This is an optimization exercise on Yosys and OpenROAD, whose aim is small area, a short achievable clock period and few clock cycles, not a production implementation. At most, simulation tests tie the RTL to the original design; equivalence was not proved. Power is estimated from default activity; no workload was simulated.

// simproc_core
module simproc_core (
    input  wire        clk,
    input  wire        rst,           
    input  wire        has_words,     
    output wire        mem_en,
    output wire        mem_we,
    output wire [14:0] mem_addr,
    output wire [15:0] mem_wdata,
    input  wire [15:0] mem_rdata,
    output reg         halted,
    output reg         faulted,
    output reg  [2:0]  fault_cause,
    output wire [15:0] fault_value,
    output reg  [15:0] pc,
    output reg  [11:0] cycle_count,
    output wire        warn_valid,
    output wire [1:0]  warn_kind,
    output wire [15:0] warn_value,
    input  wire [2:0]  dbg_sel,
    output wire [15:0] dbg_data
);
    localparam [11:0] CYCLE_LIMIT = 12'd3000;
    localparam [2:0] F_PC    = 3'd1;
    localparam [2:0] F_LOAD  = 3'd2;
    localparam [2:0] F_STORE = 3'd3;
    localparam [2:0] F_LIMIT = 3'd5;
    localparam [2:0] S_FETCH = 3'd0;    
    localparam [2:0] S_EXEC  = 3'd1;    
    localparam [2:0] S_LOAD  = 3'd2;    
    localparam [2:0] S_MUL   = 3'd3;
    localparam [2:0] S_DIV   = 3'd4;
    reg [2:0]  state;
    reg [15:0] regs [0:7];
    reg [15:0] opx, opy, opb;    
    reg [2:0]  wrd;
    reg        mlt;              
    reg [2:0]  dcnt;
    wire running = !halted && !faulted;
    wire ex      = running && state == S_EXEC;
    wire [15:0] w     = mem_rdata;
    wire        fmt_i = w[15];
    wire [5:0]  opr   = w[14:9];
    wire [1:0]  opi   = w[14:13];
    wire [15:0] imm16 = {6'd0, w[9:0]};
    wire is_add   = !fmt_i && opr == 6'd0;
    wire is_sub   = !fmt_i && opr == 6'd1;
    wire is_mul   = !fmt_i && opr == 6'd2;
    wire is_div   = !fmt_i && opr == 6'd3;
    wire is_ceq   = !fmt_i && opr == 6'd4;
    wire is_cne   = !fmt_i && opr == 6'd5;
    wire is_load  = !fmt_i && opr == 6'd15;
    wire is_store = !fmt_i && opr == 6'd16;
  ...
clock: 10.0 ns
lec_check: 0
abc_area: 1
cap_margin: 20
core_margin: 2
core_utilization: 40
place_density: 0.6
setup_slack_margin: 4
slew_margin: 20
run.sh (not shown) runs the stock make flow with config.mk's settings and CLKGATE_MAP_FILE= SYNTH_SCRIPT=/design/flow/synth_recipe.tcl, a recipe that flattens the netlist after the stock synthesis.
The first run produced a clean layout.
Testbench counts at the start, summed over its fixed seeds: cycles 245,060.
Rerun with:
--- a/flow/config.mk
+++ b/flow/config.mk
@@ -8 +7,0 @@
-export ABC_AREA = 1
Result:
- The changed run finished with timing, DRC and antenna clean
- register-to-register slack is worse by 0.10 ns
- worst setup slack got worse by 0.067 ns
- synthesized area is about the same
- global-route usage decreases by 1.3 points
- wire length decreases by a few percent
- non-clock buffer count grows by 30
- total power is lower by a quarter to a third
- via count went down by a few percent
- synthesized cell count is lower by about a fifth
- core utilization rose by 0.97 points
- worst hold slack improves by 0.028 ns

========
Setup of job 4735:
Another version of the RTL of simproc_core (not shown whole).
Size: ~2300 cells after synthesis, ~140 I/O pins, roughly 20000 µm² of cells after synthesis.
clock: 10.0 ns
lec_check: 0
cap_margin: 20
core_margin: 2
core_utilization: 40
place_density: 0.6
setup_slack_margin: 3.8
slew_margin: 20
standard.sh (not shown) runs the stock make flow with config.mk's settings and CLKGATE_MAP_FILE= SYNTH_SCRIPT=/design/flow/synth_recipe.tcl, a recipe that flattens the netlist after the stock synthesis.
==> flow/flow/run.sh <==
#!/bin/bash
# The standard layout, with every port buffered by a sky130_fd_sc_hd__buf_1
# (the standard flow lets the resizer pick the port buffer, and it picks a
# delay cell); timing repair then resizes the port buffers that need it.
set -euo pipefail
export BUFFER_PORTS_ARGS="-buffer_cell sky130_fd_sc_hd__buf_1"
bash standard.sh > standard.log 2>&1
Testbench counts of job 4735, summed over its fixed seeds: cycles 245,060.
Input changes introduced in job 5766 (baseline for comparison: job 4735):
- swapping 3.8 for 4 in SETUP_SLACK_MARGIN
Results
Job 5766: done, clean on timing, DRC and antenna
Final cell count in job 5766 is 70 higher than in job 4735
Job 5766 ends up with a first-pass detailed-route iteration total that is 3 higher than in job 4735.
Compared with job 4735, in job 5766 reported net switching power went up by about 4.3%, pin slew with the least headroom to its limit went up by 0.026 ns, combinational-cell power consumption went up by about 10%, total area of multi-input combinational cells went up by 2.3%, overall power went up by 4.8%.
Core utilization: higher on job 5766
A cell at the slowest stage of the critical path of o21ai_0 is what job 4735 shows, while or3b_4 belongs to job 5766.
Job 4735 → job 5766: estimated wirelength of the detail-placed design fell 420 µm, shortest clock period the worst path allows after layout lost 0.025 ns.
Edits applied to the flow inputs when going from job 5766 to job 6375:
- SETUP_SLACK_MARGIN now 3.5, was 4
### Flow results
- Job 6375 vs job 5766, via count of the first global-routing pass went down by about 2.7%.
- Diff job 5766 -> job 6375: routed wire length decreased by 2.4% relative to the old numbers; cell count decreased by about 2.5% relative to the old numbers; slew at the pin with the worst max-slew slack increased by 0.027 ns relative to the old numbers; part of the total power dissipated in combinational logic decreased by 3.1 points relative to the old numbers; average vias per placed instance decreased by about 0.8% relative to the old numbers.
- Reported for job 5766 and job 6375, height of the chip turned out identical to the last digit.
- Job 6375 — core utilization 2.7 points lower, job 5766 as reference
- On proportion of layout cells with a drive suffix above 1, the lower figure sits with job 6375, not job 5766.
Inputs modified between job 6375 and job 9383:
- swapping 3.5 for 4 in SETUP_SLACK_MARGIN
- swapping 40 for 60 in CORE_UTILIZATION
- swapping 0.6 for 0.75 in PLACE_DENSITY
Notes after the runs:
- Relative to job 6375, the final cell area reported for job 9383 is higher.
- Between job 6375 and job 9383, post-placement setup slack increased.
- Against job 6375, number of placement rows in job 9383 fell by more than 10%.
- Mean routed wirelength per cell, job 6375 and job 9383: higher on job 9383
- | power drawn by the clock network | job 6375 vs job 9383 | ≈ equal |
- | die area | job 9383 vs job 6375 | about 33% lower |
- Looking at job 6375 and job 9383, the final-layout clock-cell area share is a wash.

========
simproc_core, a different RTL version from the one above (not shown whole).
Size in the first run: roughly 2200 cells after synthesis, ~220 flip-flops, ~140 I/O pins.
Design simproc_core, start of the top module:
module simproc_core (
    input  wire        clk,
    input  wire        rst,           
    input  wire        has_words,     
    output wire        mem_en,
    output wire        mem_we,
    output wire [14:0] mem_addr,
    output wire [15:0] mem_wdata,
    input  wire [15:0] mem_rdata,
    output reg         halted,
    output reg         faulted,
    output reg  [2:0]  fault_cause,
    output wire [15:0] fault_value,
    output reg  [15:0] pc,
    output reg  [11:0] cycle_count,
    output wire        warn_valid,
    output wire [1:0]  warn_kind,
    output wire [15:0] warn_value,
    input  wire [2:0]  dbg_sel,
    output wire [15:0] dbg_data
);
==> flow/config.mk <==
export PLATFORM = sky130hd
export DESIGN_NAME = simproc_core
export DESIGN_NICKNAME = simproc_core
export VERILOG_FILES = /design/flow/design.v
export SDC_FILE = /design/flow/constraint.sdc
export NUM_CORES = 4
export LEC_CHECK = 0
export CAP_MARGIN = 20
export CORE_MARGIN = 2
export CORE_UTILIZATION = 40
export PLACE_DENSITY = 0.6
export SETUP_SLACK_MARGIN = 5
export SLEW_MARGIN = 20
==> flow/constraint.sdc <==
create_clock -name core_clock -period 10.0 [get_ports {clk}]
set_input_delay 2.0000 -clock core_clock [delete_from_list [all_inputs] [get_ports {clk}]]
set_output_delay 2.0000 -clock core_clock [all_outputs]
set_load 0.01 [all_outputs]
run.sh (not shown) runs the stock make flow with config.mk's settings and CLKGATE_MAP_FILE= SYNTH_SCRIPT=/design/flow/synth_recipe.tcl, a recipe that flattens the netlist after the stock synthesis.
Stock flow here: none of the scripts above is used.
Edit:
--- a/flow/config.mk
+++ b/flow/config.mk
@@ -10,0 +11 @@
+export CTS_BUF_LIST = sky130_fd_sc_hd__clkbuf_4 sky130_fd_sc_hd__clkbuf_8
@@ -12 +13 @@
-export SETUP_SLACK_MARGIN = 5
+export SETUP_SLACK_MARGIN = 4
After rerunning:
- non-clock buffer count goes down by 151
- worst setup slack gets better by 0.11 ns
- routed wire length goes down by 7.1%
- global-route usage goes down by 1.9 points
- combinational power goes down by 22%
No functional check of the RTL was part of any run of this note.

========
Setup of v6:
simproc_core, a different RTL version from the one above (not shown whole).
For scale: roughly 2700 cells after synthesis, about 220 flip-flops, about 140 I/O pins, about 19000 um^2 of cells after synthesis.
clock: 10.0 ns
lec_check: 0
abc_area: 1
cap_margin: 20
core_margin: 2
core_utilization: 40
place_density: 0.6
setup_slack_margin: 4.2
slew_margin: 20
standard.sh (not shown) runs the stock make flow with config.mk's settings and CLKGATE_MAP_FILE= SYNTH_SCRIPT=/design/flow/synth_recipe.tcl, a recipe that flattens the netlist after the stock synthesis.
==> flow/flow/run.sh <==
#!/bin/bash
# The standard layout, with two changes:
# - every port is buffered by a sky130_fd_sc_hd__buf_1 (the standard flow lets
#   the resizer pick the port buffer, and it picks a delay cell); timing
#   repair then resizes the port buffers that need it;
# - clock tree synthesis inserts no dummy loads, and clusters up to 20 sinks
#   within 100 um per leaf buffer.
set -euo pipefail
export BUFFER_PORTS_ARGS="-buffer_cell sky130_fd_sc_hd__buf_1"
export CTS_ARGS="-sink_clustering_enable -repair_clock_nets -dont_use_dummy_load -sink_clustering_size 20 -sink_clustering_max_diameter 100"
bash standard.sh > standard.log 2>&1
Testbench counts of v6, summed over its fixed seeds: cycles 245,060.
[inputs] v7 vs v6
- changing SETUP_SLACK_MARGIN from 4.2 to 4.0
Findings:
v7 reached the end of the flow, and the finished layout is clean on the timing, design-rule and antenna checks. Re setup slack: v6 was higher than v7. Proportion of power drawn by combinational gates (v7 over v6): decrease, 1.1 points. The worst setup path endpoint comes out warn_value[0] in one run and warn_value[4] in the other, namely in v6 and v7 respectively. When v7 is measured against v6, its non-clock buffer count turns out 49 lower. NOTE via count v6->v7 decreased slightly. Between v6 and v7, relative area change from synthesis to final layout decreased. Compared with v6, net count reported at finish in v7 decreased slightly. Headroom to the max-slew limit: v7 vs v6 up 4.5 points.

========
The RTL this note starts from:
==> flow/design.v <==
module simproc_core (
    input  wire        clk,
    input  wire        rst,           
    input  wire        has_words,     
    output wire        mem_en,
    output wire        mem_we,
    output wire [14:0] mem_addr,
    output wire [15:0] mem_wdata,
    input  wire [15:0] mem_rdata,
    output reg         halted,
    output reg         faulted,
    output reg  [2:0]  fault_cause,
    output wire [15:0] fault_value,
    output reg  [15:0] pc,
    output reg  [11:0] cycle_count,
    output wire        warn_valid,
    output wire [1:0]  warn_kind,
    output wire [15:0] warn_value,
    input  wire [2:0]  dbg_sel,
    output wire [15:0] dbg_data
);
    localparam [11:0] CYCLE_LIMIT = 12'd3000;
    localparam [2:0] F_PC    = 3'd1;
    localparam [2:0] F_LOAD  = 3'd2;
    localparam [2:0] F_STORE = 3'd3;
    localparam [2:0] F_LIMIT = 3'd5;
    localparam [2:0] S_FETCH = 3'd0;    
    localparam [2:0] S_EXEC  = 3'd1;    
    localparam [2:0] S_LOAD  = 3'd2;    
    localparam [2:0] S_MUL   = 3'd3;
    localparam [2:0] S_DIV   = 3'd4;
    reg [2:0]  state;
    reg [15:0] regs [0:7];
    reg [15:0] opx, opy, opb;    
    reg [2:0]  wrd;
    reg        mlt;              
    reg [2:0]  dcnt;
    wire running = !halted && !faulted;
    wire ex      = running && state == S_EXEC;
    wire [15:0] w     = mem_rdata;
    wire        fmt_i = w[15];
    wire [5:0]  opr   = w[14:9];
    wire [1:0]  opi   = w[14:13];
    wire [15:0] imm16 = {6'd0, w[9:0]};
    wire is_add   = !fmt_i && opr == 6'd0;
    wire is_sub   = !fmt_i && opr == 6'd1;
    wire is_mul   = !fmt_i && opr == 6'd2;
    wire is_div   = !fmt_i && opr == 6'd3;
    wire is_ceq   = !fmt_i && opr == 6'd4;
    wire is_cne   = !fmt_i && opr == 6'd5;
    wire is_load  = !fmt_i && opr == 6'd15;
    wire is_store = !fmt_i && opr == 6'd16;
    wire is_sys   = !fmt_i && opr == 6'd63;
    wire is_jmp   =  fmt_i && opi == 2'd0;
    wire is_jcond =  fmt_i && opi == 2'd1;
    wire is_badi  =  fmt_i && opi == 2'd2;
    wire is_mov   =  fmt_i && opi == 2'd3;
    wire is_badr  = !fmt_i && !(is_add || is_sub || is_mul || is_div || is_ceq ||
                                is_cne || is_load || is_store || is_sys);
    wire [15:0] a = regs[w[5:3]];
    wire [2:0]  b_sel = running ? w[2:0] : dbg_sel;
    wire [15:0] b = regs[b_sel];
    assign dbg_data = b;
    wire [7:0] nz;
    genvar gi;
    generate
        for (gi = 0; gi < 8; gi = gi + 1) begin : g_nz
            assign nz[gi] = |regs[gi];
        end
    endgenerate
    wire taken  = is_jmp || (is_jcond && nz[w[12:10]]);
    wire ldst   = is_load || is_store;
    wire halt_i = is_sys && !nz[0];
    assign mem_en    = running;
    assign mem_we    = ex && is_store && !a[15];
    wire   near_ldst = !fmt_i && !opr[5] && (opr[4] || opr[3]);
    wire   sel_a     = ex && near_ldst;
    wire   sel_imm   = ex && fmt_i && !opi[1];
    assign mem_addr  = ({15{sel_a}} & a[14:0]) | ({15{sel_imm}} & {5'd0, w[9:0]}) |
                       ({15{!sel_a && !sel_imm}} & pc[14:0]);
    assign mem_wdata = b;
    assign warn_valid = ex && (is_badr || is_badi || (is_sys && nz[0]));
    assign warn_kind  = is_sys ? 2'd3 : fmt_i ? 2'd2 : 2'd1;
    assign warn_value = is_sys ? regs[0] : fmt_i ? 16'd2 : {10'd0, opr};
    assign fault_value = (fault_cause == F_LIMIT) ? {4'd0, CYCLE_LIMIT} :
                         (fault_cause == F_PC)    ? pc : opx;
    wire        subm   = w[9] | w[10];
    wire [16:0] addsub = {1'b0, a} + {1'b0, subm ? ~b : b} + {16'd0, subm};
    wire        a_lt_b = !addsub[16];
    wire        a_lt_2b = {1'b0, a} < {b, 1'b0};
    wire        eq     = a == b;
    wire        b_zero = !(|b);
    wire [15:0] ex_res = fmt_i  ? imm16 :
                         opr[2] ? {15'd0, eq ^ opr[0]} :
                         opr[1] ? {15'd0, opr[0] && div_one} : addsub[15:0];
    wire ex_wr  = is_add || is_sub || is_ceq || is_cne || is_mov || is_div;
    wire [2:0] ex_wa = fmt_i ? w[12:10] : w[8:6];
    wire div_quick = b_zero || a_lt_2b;
    wire div_one   = !b_zero && !a_lt_b;
    wire [15:0] mcand = mlt ? opb : opx;
    wire [15:0] mplr  = mlt ? opx : opb;
    wire [15:0] pp0 = mplr[0] ? mcand : 16'd0;
    wire [15:0] pp1 = mplr[1] ? {mcand[14:0], 1'b0} : 16'd0;
    wire [15:0] pp2 = mplr[2] ? {mcand[13:0], 2'd0} : 16'd0;
    wire [15:0] pp3 = mplr[3] ? {mcand[12:0], 3'd0} : 16'd0;
    wire [15:0] prod = opy + pp0 + pp1 + pp2 + pp3;
    wire        mul_last = !(|mplr[15:4]);
    wire [17:0] r4 = {opy, opx[15:14]};
    wire [18:0] t2 = {1'b0, r4} - {2'd0, opb, 1'b0};
    wire        q1 = !t2[18];
    wire [17:0] u  = q1 ? t2[17:0] : r4;
    wire [18:0] t1 = {1'b0, u} - {3'd0, opb};
    wire        q0 = !t1[18];
    wire [15:0] r2 = q0 ? t1[15:0] : u[15:0];
    wire [1:0]  qd = {q1, q0};
    wire [15:0] q2 = {opx[13:0], qd};
    wire [15:0] pc_next = taken ? imm16 : pc;
    wire [15:0] pc_inc  = pc + 16'd1;
    wire [15:0] pc_cont = taken ? {5'd0, {1'b0, w[9:0]} + 11'd1} : pc_inc;
    wire        at_limit = cycle_count == CYCLE_LIMIT;
    wire fin_ld  = state == S_LOAD;
    wire fin_mul = state == S_MUL && mul_last;
    wire fin_div = state == S_DIV && dcnt == 3'd0;
    wire        rf_we = running && ((state == S_EXEC && ex_wr) || fin_ld || fin_mul || fin_div);
    wire [2:0]  rf_wa = (state == S_EXEC) ? ex_wa : wrd;
    wire [15:0] rf_wd = (state == S_EXEC) ? ex_res :
                        (state == S_LOAD) ? mem_rdata :
                        (state == S_MUL)  ? prod : q2;
    wire [15:0] rf_d  = rf_wd & {16{!rst}};
    genvar gr;
    generate
        for (gr = 0; gr < 8; gr = gr + 1) begin : g_rf
            always @(posedge clk)
                if (rst || (rf_we && rf_wa == gr))
                    regs[gr] <= rf_d;
        end
    endgenerate
    always @(posedge clk)
        opy <= (state == S_MUL) ? prod : (state == S_DIV) ? r2 : 16'd0;
    always @(posedge clk) begin
        if (rst) begin
            state       <= S_FETCH;
            pc          <= 16'd1;
            cycle_count <= 12'd0;
            halted      <= !has_words;
            faulted     <= 1'b0;
            fault_cause <= 3'd0;
        end else if (running) begin
            case (state)
                S_FETCH: begin
                    if (pc[15]) begin
                        faulted     <= 1'b1;
                        fault_cause <= F_PC;
                    end else begin
                        pc    <= pc + 16'd1;
                        state <= S_EXEC;
                    end
                end
                S_EXEC: begin
                    opx <= a;
                    opb <= b;
                    mlt <= a_lt_b;
                    wrd <= w[8:6];
                    dcnt <= 3'd7;
                    if (is_load && !a[15]) begin
                        state <= S_LOAD;
                    end else if (is_mul) begin
                        state <= S_MUL;
                    end else if (is_div && !div_quick) begin
                        state <= S_DIV;
                    end else begin
                        cycle_count <= cycle_count + 12'd1;
                        if (ldst && a[15]) begin
                            faulted     <= 1'b1;
                            fault_cause <= is_load ? F_LOAD : F_STORE;
                        end else if (halt_i) begin
                            halted <= 1'b1;
                        end else if (at_limit) begin
                            faulted     <= 1'b1;
                            fault_cause <= F_LIMIT;
                            pc          <= pc_next;
                        end else if (near_ldst || (is_jcond && !taken)) begin
                            state <= S_FETCH;
                        end else if (!taken && pc[15]) begin
                            faulted     <= 1'b1;
                            fault_cause <= F_PC;
                            pc          <= pc_next;
                        end else begin
                            pc <= pc_cont;
                        end
                    end
                end
                default: begin    
                    if (state == S_DIV) begin
                        opx  <= q2;
                        dcnt <= dcnt - 3'd1;
                    end
                    if (state == S_MUL) begin
                        opx <= {mcand[11:0], 4'd0};
                        opb <= {4'd0, mplr[15:4]};
                        mlt <= 1'b0;
                    end
                    if (fin_ld || fin_mul || fin_div) begin
                        cycle_count <= cycle_count + 12'd1;
                        if (at_limit) begin
                            faulted     <= 1'b1;
                            fault_cause <= F_LIMIT;
                        end else if (pc[15]) begin
                            faulted     <= 1'b1;
                            fault_cause <= F_PC;
                        end else begin
                            pc    <= pc + 16'd1;
                            state <= S_EXEC;
                        end
                    end
                end
            endcase
        end
    end
endmodule
==> flow/config.mk <==
export PLATFORM = sky130hd
export DESIGN_NAME = simproc_core
export DESIGN_NICKNAME = simproc_core
export VERILOG_FILES = /design/flow/design.v
export SDC_FILE = /design/flow/constraint.sdc
export NUM_CORES = 4
export LEC_CHECK = 0
export ABC_AREA = 1
export CAP_MARGIN = 20
export CORE_MARGIN = 2
export CORE_UTILIZATION = 40
export PLACE_DENSITY = 0.6
export SETUP_SLACK_MARGIN = 3.8
export SLEW_MARGIN = 20
==> flow/constraint.sdc <==
create_clock -name core_clock -period 10.0 [get_ports {clk}]
set_input_delay 2.0000 -clock core_clock [delete_from_list [all_inputs] [get_ports {clk}]]
set_output_delay 2.0000 -clock core_clock [all_outputs]
set_load 0.01 [all_outputs]
==> flow/flow/run.sh <==
#!/bin/bash
# The standard layout, with two changes:
# - every port is buffered by a sky130_fd_sc_hd__buf_1 (the standard flow lets
#   the resizer pick the port buffer, and it picks a delay cell); timing
#   repair then resizes the port buffers that need it;
# - clock tree synthesis inserts no dummy loads.
set -euo pipefail
export BUFFER_PORTS_ARGS="-buffer_cell sky130_fd_sc_hd__buf_1"
export CTS_ARGS="-sink_clustering_enable -repair_clock_nets -dont_use_dummy_load"
bash standard.sh > standard.log 2>&1
The baseline went through all stages and came out clean.
Testbench counts at the start, summed over its fixed seeds: cycles 245,060.
Rerun with:
--- a/flow/config.mk
+++ b/flow/config.mk
@@ -11,4 +11,4 @@
 export CORE_UTILIZATION = 40
 export PLACE_DENSITY = 0.6
-export SETUP_SLACK_MARGIN = 3.8
+export SETUP_SLACK_MARGIN = 4.0
 export SLEW_MARGIN = 20
Effect:
- wire length went up by 0.44%
- die area is unchanged
- non-clock buffer count rose by 24
- power rose by 0.83%
- via count rose by 0.78%
- final area goes up by 1.7%
Rerun with:
==> flow/flow/run.sh (replaced) <==
#!/bin/bash
# The standard layout, with two changes:
# - every port is buffered by a sky130_fd_sc_hd__buf_1 (the standard flow lets
#   the resizer pick the port buffer, and it picks a delay cell); timing
#   repair then resizes the port buffers that need it;
# - clock tree synthesis inserts no dummy loads, and clusters up to 20 sinks
#   within 100 um per leaf buffer.
set -euo pipefail
export BUFFER_PORTS_ARGS="-buffer_cell sky130_fd_sc_hd__buf_1"
export CTS_ARGS="-sink_clustering_enable -repair_clock_nets -dont_use_dummy_load -sink_clustering_size 20 -sink_clustering_max_diameter 100"
bash standard.sh > standard.log 2>&1
--- a/flow/config.mk
+++ b/flow/config.mk
@@ -9,6 +9,6 @@
 export CAP_MARGIN = 20
 export CORE_MARGIN = 2
-export CORE_UTILIZATION = 40
-export PLACE_DENSITY = 0.6
-export SETUP_SLACK_MARGIN = 4.0
+export CORE_UTILIZATION = 50
+export PLACE_DENSITY = 0.7
+export SETUP_SLACK_MARGIN = 3.8
 export SLEW_MARGIN = 20
After rerunning:
- The changed run completed without violations
- via count falls by 0.31%
- final area is lower by 4.1%
- sequential power is about the same
- critical path depth shrinks by 4
- sequential share of layout area increases by 1.2 points
- combinational power goes down by about 3%
Rerun with:
--- a/flow/config.mk
+++ b/flow/config.mk
@@ -9,6 +9,6 @@
 export CAP_MARGIN = 20
 export CORE_MARGIN = 2
-export CORE_UTILIZATION = 50
-export PLACE_DENSITY = 0.7
-export SETUP_SLACK_MARGIN = 3.8
+export CORE_UTILIZATION = 40
+export PLACE_DENSITY = 0.6
+export SETUP_SLACK_MARGIN = 4.0
 export SLEW_MARGIN = 20
The changed run went through all stages and came out clean; synthesized cell count does not change; setup slack gains 0.28 ns; clock-buffer cell count rises by 1; maximum frequency goes up by 4.6%; power is higher by 2.7%; final cell count went up by about 4%.
Rerun with:
==> flow/flow/run.sh (replaced) <==
#!/bin/bash
# The standard layout, with two changes:
# - every port is buffered by a sky130_fd_sc_hd__buf_1 (the standard flow lets
#   the resizer pick the port buffer, and it picks a delay cell); timing
#   repair then resizes the port buffers that need it;
# - clock tree synthesis inserts no dummy loads.
set -euo pipefail
export BUFFER_PORTS_ARGS="-buffer_cell sky130_fd_sc_hd__buf_1"
export CTS_ARGS="-sink_clustering_enable -repair_clock_nets -dont_use_dummy_load"
bash standard.sh > standard.log 2>&1
--- a/flow/config.mk
+++ b/flow/config.mk
@@ -6,9 +6,8 @@
 export NUM_CORES = 4
 export LEC_CHECK = 0
-export ABC_AREA = 1
 export CAP_MARGIN = 20
 export CORE_MARGIN = 2
 export CORE_UTILIZATION = 40
 export PLACE_DENSITY = 0.6
-export SETUP_SLACK_MARGIN = 4.0
+export SETUP_SLACK_MARGIN = 3.8
 export SLEW_MARGIN = 20
=> Non-clock buffer count rose by 35; cell area rose by 1.9%; via count fell by 5.2%; synthesized area fell by 0.40%; sequential power fell by about 6%.

## static timing again, ports no longer ideal
How much do the figures lean on ideal ports? The routed layouts below were timed once more, with nothing changed but the port constraints.
Step 1 (the two cells are an assumption about what drives the block):
set clk [get_ports {clk}]
set_driving_cell -lib_cell sky130_fd_sc_hd__clkbuf_16 $clk
set_driving_cell -lib_cell sky130_fd_sc_hd__buf_2 [delete_from_list [all_inputs] $clk]
Step 2 also shifts input and output timing later by t, the mid clock arrival at the registers, as if the neighbouring blocks saw the same clock.
a / b / c = ideal ports / drivers / drivers and shift; a / b = the first two.
run | t (ns) | setup slack, ns | worst hold slack (ns) | pins driven straight from the clock port
the first run of note 1 | 0.629 | 3.991 / 3.934 / 3.577 | 0.488 / 0.488 / 0.488 | 1
the second run of note 1 | 0.629 | 3.924 / 3.789 / 3.303 | 0.516 / 0.516 / 0.516 | 1
job 4735 | 0.645 | 3.871 / 3.838 / 3.255 | 0.484 / 0.484 / 0.484 | 1
job 5766 | 0.645 | 3.897 / 3.856 / 3.336 | 0.495 / 0.495 / 0.495 | 1
job 6375 | 0.625 | 3.488 / 3.458 / 2.962 | 0.463 / 0.463 / 0.463 | 1
job 9383 | 0.628 | 3.841 / 3.816 / 3.347 | 0.492 / 0.492 / 0.492 | 1
the first run of note 3 | 0.634 | 3.558 / 3.483 / 3.398 | 0.503 / 0.503 / 0.503 | 1
the second run of note 3 | 0.666 | 3.664 / 3.563 / 3.396 | 0.516 / 0.516 / 0.516 | 1
v6 | 0.581 | 4.194 / 4.102 / 3.839 | 0.510 / 0.510 / 0.510 | 1
v7 | 0.576 | 4.051 / 3.962 / 3.581 | 0.503 / 0.503 / 0.503 | 1
the first run of note 5 | 0.627 | 3.794 / 3.701 / 3.380 | 0.508 / 0.508 / 0.508 | 1
the second run of note 5 | 0.623 | 3.987 / 3.914 / 3.556 | 0.503 / 0.503 / 0.503 | 1
the third run of note 5 | 0.573 | 3.775 / 3.749 / 3.449 | 0.505 / 0.505 / 0.505 | 1
the fourth run of note 5 | 0.576 | 4.051 / 3.962 / 3.581 | 0.503 / 0.503 / 0.503 | 1
the fifth run of note 5 | 0.619 | 3.766 / 3.745 / 3.294 | 0.515 / 0.515 / 0.515 | 1
After both steps setup and hold are still met in every run listed. For the second run of note 1, which loses most, drivers alone change the setup slack by -0.135 ns; drivers and shift together by -0.621 ns.
